Context: an optimization exercise on an open-source flow, tuned for small area. The choices shown serve that exercise and are no tape-out recipe.
Only simulation tests tie the RTL to the original design; equivalence was not proved.
The clock port is modelled as an ideal driver, which makes a skipped or thinned clock tree look cheaper than it is; a real chip needs a root buffer or a tree.
Power figures rest on the tool's default switching activity, not on a simulated workload.

the previous run:
Design relay_spi_ctrl, start of the top module:
module relay_spi_ctrl (
    input  wire         clk,
    input  wire         rst,           
    input  wire         tick,          
    input  wire         req_valid,
    output wire         req_ready,
    input  wire [3:0]   req_op,
    input  wire         req_board_given,
    input  wire [7:0]   req_board,
    input  wire [7:0]   req_relay,
    output wire         resp_valid,
    output wire [1:0]   resp_err,
    output wire [6:0]   resp_state,
    output wire [159:0] resp_id,
    output reg  [4:0]   resp_id_len,
    output wire         fs,
    output reg          fs_oe,
    output wire         spi_cs_n,
    output wire         spi_sclk,
    output wire         spi_mosi,
    input  wire         spi_miso
);
    localparam ST_IDLE = 3'b000, ST_SETTLE = 3'b001, ST_RESP_OK = 3'b010, ST_RESP_ERR = 3'b011,
               ST_WAIT = 3'b100, ST_XFER = 3'b101, ST_TAIL = 3'b110, ST_TICK = 3'b111;
    reg  [2:0]   st;
    reg          def_ok;
    reg  [2:0]   def_board;
    reg  [2:0]   cmd;           
  ...
For scale: roughly 450 cells after synthesis, roughly 5400 µm² of cells after synthesis.
clock: 20.0 ns
lec_check: 0
abc_area: 1
cap_margin: 20
core_margin: 2
core_utilization: 75
place_density: 0.88
slew_margin: 20
standard.sh (not shown) runs the stock make flow with config.mk's settings and CLKGATE_MAP_FILE= SYNTH_SCRIPT=/design/flow/synth_recipe.tcl, a recipe that flattens the netlist after the stock synthesis.
==> flow/flow/run.sh <==
#!/bin/bash
# The standard layout, with port buffers of the smallest buffer cell, the logic
# downsized before clock tree synthesis, and a clock tree of 12 balanced clkbuf_8
# leaves under one clkbuf_4 root. Each tool's output goes to its own log here.
set -euo pipefail
export BUFFER_PORTS_ARGS="-buffer_cell sky130_fd_sc_hd__buf_1"
export CTS_ARGS="-sink_clustering_enable -repair_clock_nets -dont_use_dummy_load -buf_list sky130_fd_sc_hd__clkbuf_8"
export PRE_CTS_TCL="$PWD/flow/pre_cts.tcl"
export POST_CTS_TCL="$PWD/flow/post_cts.tcl"
bash standard.sh synth > make_synth.log 2>&1
bash standard.sh finish > make_finish.log 2>&1
cp -r orfs/logs/* . 2>/dev/null || true
==> flow/flow/post_cts.tcl <==
# After clock tree synthesis: replace its tree (16 leaf buffers of about 12
# registers each) by 12 leaf clkbuf_8 buffers of about 16 registers each, fed by
# one clkbuf_4 root, then legalize (see cts_manual.tcl).
source [file join [file dirname [info script]] cts_manual.tcl]
manual_clock_tree 12 sky130_fd_sc_hd__clkbuf_8 sky130_fd_sc_hd__clkbuf_4
detailed_placement
check_placement -verbose
estimate_parasitics -placement
report_clock_skew
report_worst_slack -min
report_worst_slack -max
Other scripts of this flow, unchanged in this note and not shown: flow/flow/cts_manual.tcl, flow/flow/downsize.tcl, flow/flow/pre_cts.tcl
diff inputs: the previous run => the current run
--- a/flow/flow/run.sh
+++ b/flow/flow/run.sh
@@ -4 +4 @@
-# leaves under one clkbuf_4 root. Each tool's output goes to its own log here.
+# leaves under one clkbuf_16 root. Each tool's output goes to its own log here.
--- a/flow/flow/post_cts.tcl
+++ b/flow/flow/post_cts.tcl
@@ -3 +3 @@
-# one clkbuf_4 root, then legalize (see cts_manual.tcl).
+# one clkbuf_16 root, then legalize (see cts_manual.tcl).
@@ -5 +5 @@
-manual_clock_tree 12 sky130_fd_sc_hd__clkbuf_8 sky130_fd_sc_hd__clkbuf_4
+manual_clock_tree 12 sky130_fd_sc_hd__clkbuf_8 sky130_fd_sc_hd__clkbuf_16
--- outcome ---
Taking the previous run as the reference, in the current run clock distribution power increased by about 7% relative to the old numbers; largest stage delay on the critical path has remained practically unchanged; part of the cycle the worst path needs fell by 1.1 points.
Detail-routed via count per cell: higher on the previous run
| total design power | the current run vs the previous run | worse |
NOTE: relative area change from synthesis to final layout in the current run exceeds that of the previous run
met3 global-route usage in the current run is 0.75 points higher than in the previous run
The clock skew in the current run sits 0.0047 ns above the value recorded for the previous run.
No run of this note takes its clock network from TritonCTS; it comes from the design's own scripts or RTL.

relay_spi_ctrl, a different RTL version from the one above (not shown whole).
Size in the first run: about 460 cells after synthesis, roughly 210 I/O pins.
export LEC_CHECK = 0
export ABC_AREA = 1
export CAP_MARGIN = 20
export CORE_MARGIN = 2
export CORE_UTILIZATION = 75
export PLACE_DENSITY = 0.88
export SLEW_MARGIN = 20
create_clock -name core_clock -period 20.0 [get_ports {clk}]
==> flow/flow/run.sh <==
#!/bin/bash
# The standard layout, with port buffers of the smallest buffer cell and a
# clock tree of clkbuf_8 cells without dummy loads. Each tool's output goes to
# its own log in this folder.
set -euo pipefail
export BUFFER_PORTS_ARGS="-buffer_cell sky130_fd_sc_hd__buf_1"
export CTS_ARGS="-sink_clustering_enable -repair_clock_nets -dont_use_dummy_load -buf_list sky130_fd_sc_hd__clkbuf_8"
bash standard.sh synth > make_synth.log 2>&1
bash standard.sh finish > make_finish.log 2>&1
cp -r orfs/logs/* . 2>/dev/null || true
Change:
==> flow/flow/run.sh (replaced) <==
#!/bin/bash
# The standard layout, with port buffers of the smallest buffer cell, the logic
# downsized before clock tree synthesis, and a clock tree of clkbuf_8 cells
# without dummy loads. Each tool's output goes to its own log in this folder.
set -euo pipefail
export BUFFER_PORTS_ARGS="-buffer_cell sky130_fd_sc_hd__buf_1"
export CTS_ARGS="-sink_clustering_enable -repair_clock_nets -dont_use_dummy_load -buf_list sky130_fd_sc_hd__clkbuf_8"
export PRE_CTS_TCL="$PWD/flow/pre_cts.tcl"
bash standard.sh synth > make_synth.log 2>&1
bash standard.sh finish > make_finish.log 2>&1
cp -r orfs/logs/* . 2>/dev/null || true
==> flow/flow/downsize.tcl (new file) <==
# Downsize every logic cell to the smallest drive strength of its function whose
# output slew stays low; synthesis sizes cells for speed the 20 ns clock does not need.
proc downsize_logic { max_slew } {
  set lib_prefix "sky130_fd_sc_hd__"
  set saved 0.0
  set n 0
  foreach inst [get_cells *] {
    set ref [get_property $inst ref_name]
    if {![regexp "^${lib_prefix}(.+)_(\[0-9\]+)\$" $ref -> func drive]} { continue }
    if {[regexp {^(df|edf|sdf|dl|clk|tap|fill|decap|conb|buf_1$)} $func]} { continue }
    if {$drive <= 1} { continue }
    set name [get_full_name $inst]
    set outs [get_pins -of_objects $inst -filter "direction == output"]
    set orig_area [get_property [get_lib_cells */$ref] area]
    foreach d {0 1 2 4 6 8} {
      if {$d >= $drive} { break }
      set cand [get_lib_cells -quiet */${lib_prefix}${func}_$d]
      if {$cand == ""} { continue }
      if {[get_property $cand dont_use]} { continue }
      replace_cell $inst $cand
      estimate_parasitics -placement
      set ok 1
      foreach o $outs { if {[get_property $o slew_max] > $max_slew} { set ok 0 } }
      if {$ok} {
        set saved [expr {$saved + $orig_area - [get_property $cand area]}]
        incr n
        break
      }
      replace_cell $inst [get_lib_cells */$ref]
    }
  }
  estimate_parasitics -placement
  puts "downsize_logic: $n cells downsized, [format %.1f $saved] um2 saved"
}
==> flow/flow/pre_cts.tcl (new file) <==
# Before clock tree synthesis: downsize the logic (see downsize.tcl).
source [file join [file dirname [info script]] downsize.tcl]
estimate_parasitics -placement
downsize_logic 0.4
Clock skew fell by 0.0042 ns.
Die area is unchanged.
Power falls by 0.96%.
Combinational power shrinks by 9.9%.
Critical path depth is unchanged.
Setup slack degrades by 0.014 ns.
Register-to-register slack gets worse by 0.09 ns.
Sequential power hardly moves.
Area after synthesis stays the same.
First-iteration DRC count falls by 29%.

relay_spi_ctrl with an RTL version that a note above also has.
Size: about 190 flip-flops, ~210 I/O pins, roughly 0.0054 sq mm of cells after synthesis.
clock: 20.0 ns
lec_check: 0
abc_area: 1
cap_margin: 20
core_margin: 2
core_utilization: 85
place_density: 0.92
slew_margin: 20
==> flow/flow/run.sh <==
#!/bin/bash
# The standard layout with these changes: the logic mapped again for area after
# floorplan (post_floorplan.tcl), port buffers of the smallest buffer cell, the
# logic downsized before clock tree synthesis (pre_cts.tcl), and a clock tree of
# 11 balanced clkbuf_8 leaves under one clkbuf_4 root (post_cts.tcl). Each
# tool's output goes to its own log in this folder.
set -euo pipefail
export BUFFER_PORTS_ARGS="-buffer_cell sky130_fd_sc_hd__buf_1"
export CTS_ARGS="-sink_clustering_enable -repair_clock_nets -dont_use_dummy_load -buf_list sky130_fd_sc_hd__clkbuf_8"
export POST_FLOORPLAN_TCL="$PWD/flow/post_floorplan.tcl"
export PRE_CTS_TCL="$PWD/flow/pre_cts.tcl"
export POST_CTS_TCL="$PWD/flow/post_cts.tcl"
bash standard.sh synth > make_synth.log 2>&1
bash standard.sh finish > make_finish.log 2>&1
cp -r orfs/logs/* . 2>/dev/null || true
==> flow/flow/post_cts.tcl <==
# After clock tree synthesis: replace its tree (16 leaf buffers of about 12
# registers each) by 11 leaf clkbuf_8 buffers of about 18 registers each, fed by
# one clkbuf_4 root, then legalize (see cts_manual.tcl).
source [file join [file dirname [info script]] cts_manual.tcl]
manual_clock_tree 11 sky130_fd_sc_hd__clkbuf_8 sky130_fd_sc_hd__clkbuf_4
detailed_placement
check_placement -verbose
estimate_parasitics -placement
report_clock_skew
report_worst_slack -min
report_worst_slack -max
==> flow/flow/post_floorplan.tcl <==
# After floorplan, before placement and port buffering: map the logic again for
# area with OpenROAD's restructure (ABC). Registers are not touched.
set rmp_dir [file join $::env(OBJECTS_DIR) rmp]
file mkdir $rmp_dir
report_design_area
# two passes: the second still finds some area, a third does not
foreach pass {1 2} {
  restructure -target area -slack_threshold 100 \
    -liberty_file [lindex $::env(LIB_FILES) 0] \
    -tielo_port "[lindex $::env(TIELO_CELL_AND_PORT) 0]/[lindex $::env(TIELO_CELL_AND_PORT) 1]" \
    -tiehi_port "[lindex $::env(TIEHI_CELL_AND_PORT) 0]/[lindex $::env(TIEHI_CELL_AND_PORT) 1]" \
    -work_dir $rmp_dir
  report_design_area
}
# refuse a cell the platform marks don't-use
foreach inst [[ord::get_db_block] getInsts] {
  set m [[$inst getMaster] getName]
  foreach pat $::env(DONT_USE_CELLS) {
    if {[string match $pat $m]} { error "restructure used don't-use cell $m" }
  }
}
Other scripts of this flow, unchanged in this note and not shown: flow/flow/cts_manual.tcl, flow/flow/downsize.tcl, flow/flow/halfadd.tcl, flow/flow/pre_cts.tcl
The starting point did not get past detailed placement on DPL-0033.
Next try:
Settings changed: CORE_UTILIZATION 85 to 75, PLACE_DENSITY 0.92 to 0.88.
After rerunning:
- The new run ran to the end with no violations
- area after synthesis stays the same
- synthesized cell count is unchanged
Next try:
--- a/flow/flow/run.sh
+++ b/flow/flow/run.sh
@@ -3,5 +3,5 @@
 # floorplan (post_floorplan.tcl), port buffers of the smallest buffer cell, the
 # logic downsized before clock tree synthesis (pre_cts.tcl), and a clock tree of
-# 11 balanced clkbuf_8 leaves under one clkbuf_4 root (post_cts.tcl). Each
+# 12 balanced clkbuf_8 leaves under one clkbuf_4 root (post_cts.tcl). Each
 # tool's output goes to its own log in this folder.
 set -euo pipefail
==> flow/flow/post_cts.tcl (replaced) <==
# After clock tree synthesis: replace its tree (16 leaf buffers of about 12
# registers each) by 12 leaf clkbuf_8 buffers of about 16 registers each, fed by
# one clkbuf_4 root, then legalize (see cts_manual.tcl).
source [file join [file dirname [info script]] cts_manual.tcl]
manual_clock_tree 12 sky130_fd_sc_hd__clkbuf_8 sky130_fd_sc_hd__clkbuf_4
detailed_placement
check_placement -verbose
estimate_parasitics -placement
report_clock_skew
report_worst_slack -min
report_worst_slack -max
==> flow/flow/post_floorplan.tcl (replaced) <==
# After floorplan, before placement and port buffering: map the logic again for
# area with OpenROAD's restructure (ABC). Registers are not touched.
set rmp_dir [file join $::env(OBJECTS_DIR) rmp]
file mkdir $rmp_dir
report_design_area
restructure -target area -slack_threshold 100 \
  -liberty_file [lindex $::env(LIB_FILES) 0] \
  -tielo_port "[lindex $::env(TIELO_CELL_AND_PORT) 0]/[lindex $::env(TIELO_CELL_AND_PORT) 1]" \
  -tiehi_port "[lindex $::env(TIEHI_CELL_AND_PORT) 0]/[lindex $::env(TIEHI_CELL_AND_PORT) 1]" \
  -work_dir $rmp_dir
report_design_area
# refuse a cell the platform marks don't-use
foreach inst [[ord::get_db_block] getInsts] {
  set m [[$inst getMaster] getName]
  foreach pat $::env(DONT_USE_CELLS) {
    if {[string match $pat $m]} { error "restructure used don't-use cell $m" }
  }
}
Synthesized area does not change.
Cell area is higher by 0.85%.
Clock skew is about the same.
Total power stays flat.
Global-route usage shrinks by 3.6 points.
Sequential power is about the same.
Next try:
==> flow/flow/post_floorplan.tcl (replaced) <==
# After floorplan, before placement and port buffering: map the logic again for
# area with OpenROAD's restructure (ABC). Registers are not touched.
set rmp_dir [file join $::env(OBJECTS_DIR) rmp]
file mkdir $rmp_dir
report_design_area
# two passes: the second still finds some area, a third does not
foreach pass {1 2} {
  restructure -target area -slack_threshold 100 \
    -liberty_file [lindex $::env(LIB_FILES) 0] \
    -tielo_port "[lindex $::env(TIELO_CELL_AND_PORT) 0]/[lindex $::env(TIELO_CELL_AND_PORT) 1]" \
    -tiehi_port "[lindex $::env(TIEHI_CELL_AND_PORT) 0]/[lindex $::env(TIEHI_CELL_AND_PORT) 1]" \
    -work_dir $rmp_dir
  report_design_area
}
# refuse a cell the platform marks don't-use
foreach inst [[ord::get_db_block] getInsts] {
  set m [[$inst getMaster] getName]
  foreach pat $::env(DONT_USE_CELLS) {
    if {[string match $pat $m]} { error "restructure used don't-use cell $m" }
  }
}
Outcome:
- design area goes down by 0.61%
- total power goes up by 0.35%
- register-to-register slack gets better by 160 ps
- via count rose by 2.1%
- worst setup slack degrades by 28 ps
- sequential power hardly moves
- routed wire length rises by 7.6%
- clock power stays flat
- first-iteration DRC count is higher by 27%
In the second, third and fourth runs of this note the design's own scripts or RTL, not TritonCTS, make the clock network.

the baseline:
Another version of the RTL of relay_spi_ctrl (not shown whole).
Size in the first run: about 190 flip-flops, ~210 I/O pins, roughly 5400 µm² of cells after synthesis.
Settings: LEC_CHECK=0, ABC_AREA=1, CAP_MARGIN=20, CORE_MARGIN=2, CORE_UTILIZATION=75, PLACE_DENSITY=0.88, SLEW_MARGIN=20; clock period 20.0 ns.
==> flow/flow/run.sh <==
#!/bin/bash
# The standard layout with these changes: the logic mapped again for area after
# floorplan (post_floorplan.tcl), port buffers of the smallest buffer cell, the
# logic downsized before clock tree synthesis (pre_cts.tcl), and a clock tree of
# 11 balanced clkbuf_8 leaves under one clkbuf_4 root (post_cts.tcl). Each
# tool's output goes to its own log in this folder.
set -euo pipefail
export BUFFER_PORTS_ARGS="-buffer_cell sky130_fd_sc_hd__buf_1"
export CTS_ARGS="-sink_clustering_enable -repair_clock_nets -dont_use_dummy_load -buf_list sky130_fd_sc_hd__clkbuf_8"
export POST_FLOORPLAN_TCL="$PWD/flow/post_floorplan.tcl"
export PRE_CTS_TCL="$PWD/flow/pre_cts.tcl"
export POST_CTS_TCL="$PWD/flow/post_cts.tcl"
bash standard.sh synth > make_synth.log 2>&1
bash standard.sh finish > make_finish.log 2>&1
cp -r orfs/logs/* . 2>/dev/null || true
==> flow/flow/post_cts.tcl <==
# After clock tree synthesis: replace its tree (16 leaf buffers of about 12
# registers each) by 11 leaf clkbuf_8 buffers of about 18 registers each, fed by
# one clkbuf_4 root, then legalize (see cts_manual.tcl).
source [file join [file dirname [info script]] cts_manual.tcl]
manual_clock_tree 11 sky130_fd_sc_hd__clkbuf_8 sky130_fd_sc_hd__clkbuf_4
detailed_placement
check_placement -verbose
estimate_parasitics -placement
report_clock_skew
report_worst_slack -min
report_worst_slack -max
Other scripts of this flow, unchanged in this note and not shown: flow/flow/cts_manual.tcl, flow/flow/downsize.tcl, flow/flow/halfadd.tcl, flow/flow/post_floorplan.tcl, flow/flow/pre_cts.tcl
> inputs changed (the baseline -> the candidate)
-- flow/flow/run.sh --
<<< the baseline, line 4
# logic downsized before clock tree synthesis (pre_cts.tcl), and a clock tree of
# 11 balanced clkbuf_8 leaves under one clkbuf_4 root (post_cts.tcl). Each
# tool's output goes to its own log in this folder.
>>> the candidate, line 4
# logic downsized before clock tree synthesis (pre_cts.tcl), and a clock tree of
# 10 balanced clkbuf_8 leaves under one clkbuf_4 root (post_cts.tcl). Each
# tool's output goes to its own log in this folder.
==> flow/flow/post_cts.tcl <==
# After clock tree synthesis: replace its tree (16 leaf buffers of about 12
# registers each) by 10 leaf clkbuf_8 buffers of about 19 registers each, fed by
# one clkbuf_4 root, then legalize (see cts_manual.tcl).
source [file join [file dirname [info script]] cts_manual.tcl]
manual_clock_tree 10 sky130_fd_sc_hd__clkbuf_8 sky130_fd_sc_hd__clkbuf_4
detailed_placement
check_placement -verbose
estimate_parasitics -placement
report_clock_skew
report_worst_slack -min
report_worst_slack -max
-- flow/config.mk --
<<< the baseline, line 11
export CORE_UTILIZATION = 75
export PLACE_DENSITY = 0.88
export SLEW_MARGIN = 20
>>> the candidate, line 11
export CORE_UTILIZATION = 75
export PLACE_DENSITY = 0.95
export SLEW_MARGIN = 20
==> comparison <==
Looking at portion of total power attributed to sequential cells, the candidate sits 1.0 points above the baseline.
Summary — power per unit of standard cell area, the candidate relative to the baseline: lower, by about 1.1%.
Setup slack of the critical path after layout (the candidate over the baseline): increase, 140 ps
The candidate against the baseline: height of the die closely matched the old numbers, overall power after layout decreased about 1.3%.
The candidate — final critical delay including setup and external delays 140 ps lower, the baseline as reference
The baseline -> the candidate: sequential cell count delta 0, exact match
In every run of this note, the design's own scripts or RTL, not TritonCTS, make the clock network.

==> afterwards: timing with drivers on the ports <==
No port has a modelled driver above. Below, the same layouts with a new extraction and two added sets of constraints.
Step 1 (the two cells are an assumption about what drives the block):
set clk [get_ports {clk}]
set_driving_cell -lib_cell sky130_fd_sc_hd__clkbuf_16 $clk
set_driving_cell -lib_cell sky130_fd_sc_hd__buf_2 [delete_from_list [all_inputs] $clk]
Step 2 adds t to the input delays and takes it off the output delays; t is the mean of the earliest and latest rising clock arrival at the registers after step 1. Input paths then give back, and output paths get back, about the clock's delay inside the block.
Slacks: ideal / step 1 / step 2; pairs: ideal / step 1.
run	shift t [ns]	slack for setup (ns)	hold WS [ns]	clock arrival spread, ns	worst slew at a driven data input, ns
the previous run	0.577	13.583 / 13.550 / 14.127	0.352 / 0.352 / 0.352	0.016 / 0.016	0.04
the current run	0.404	13.795 / 13.752 / 14.156	0.345 / 0.345 / 0.345	0.020 / 0.020	0.05
the first run of note 2	0.473	13.804 / 13.770 / 14.075	0.304 / 0.304 / 0.304	0.057 / 0.057	0.05
the second run of note 2	0.463	13.790 / 13.757 / 13.947	0.314 / 0.314 / 0.314	0.053 / 0.053	0.05
the second run of note 3	0.573	13.646 / 13.615 / 13.318	0.352 / 0.352 / 0.352	0.018 / 0.017	0.06
the third run of note 3	0.559	13.637 / 13.606 / 13.827	0.341 / 0.341 / 0.341	0.019 / 0.020	0.05
the fourth run of note 3	0.562	13.609 / 13.579 / 13.314	0.345 / 0.345 / 0.345	0.015 / 0.014	0.07
the baseline	0.538	13.405 / 13.416 / 12.877	0.343 / 0.343 / 0.343	0.021 / 0.021	0.06
the candidate	0.530	13.540 / 13.509 / 13.339	0.346 / 0.346 / 0.346	0.028 / 0.028	0.04
After both steps setup and hold are still met in every run listed. The setup slack of the baseline, which loses most, moves by +0.011 ns with the drivers and by -0.528 ns with both steps.
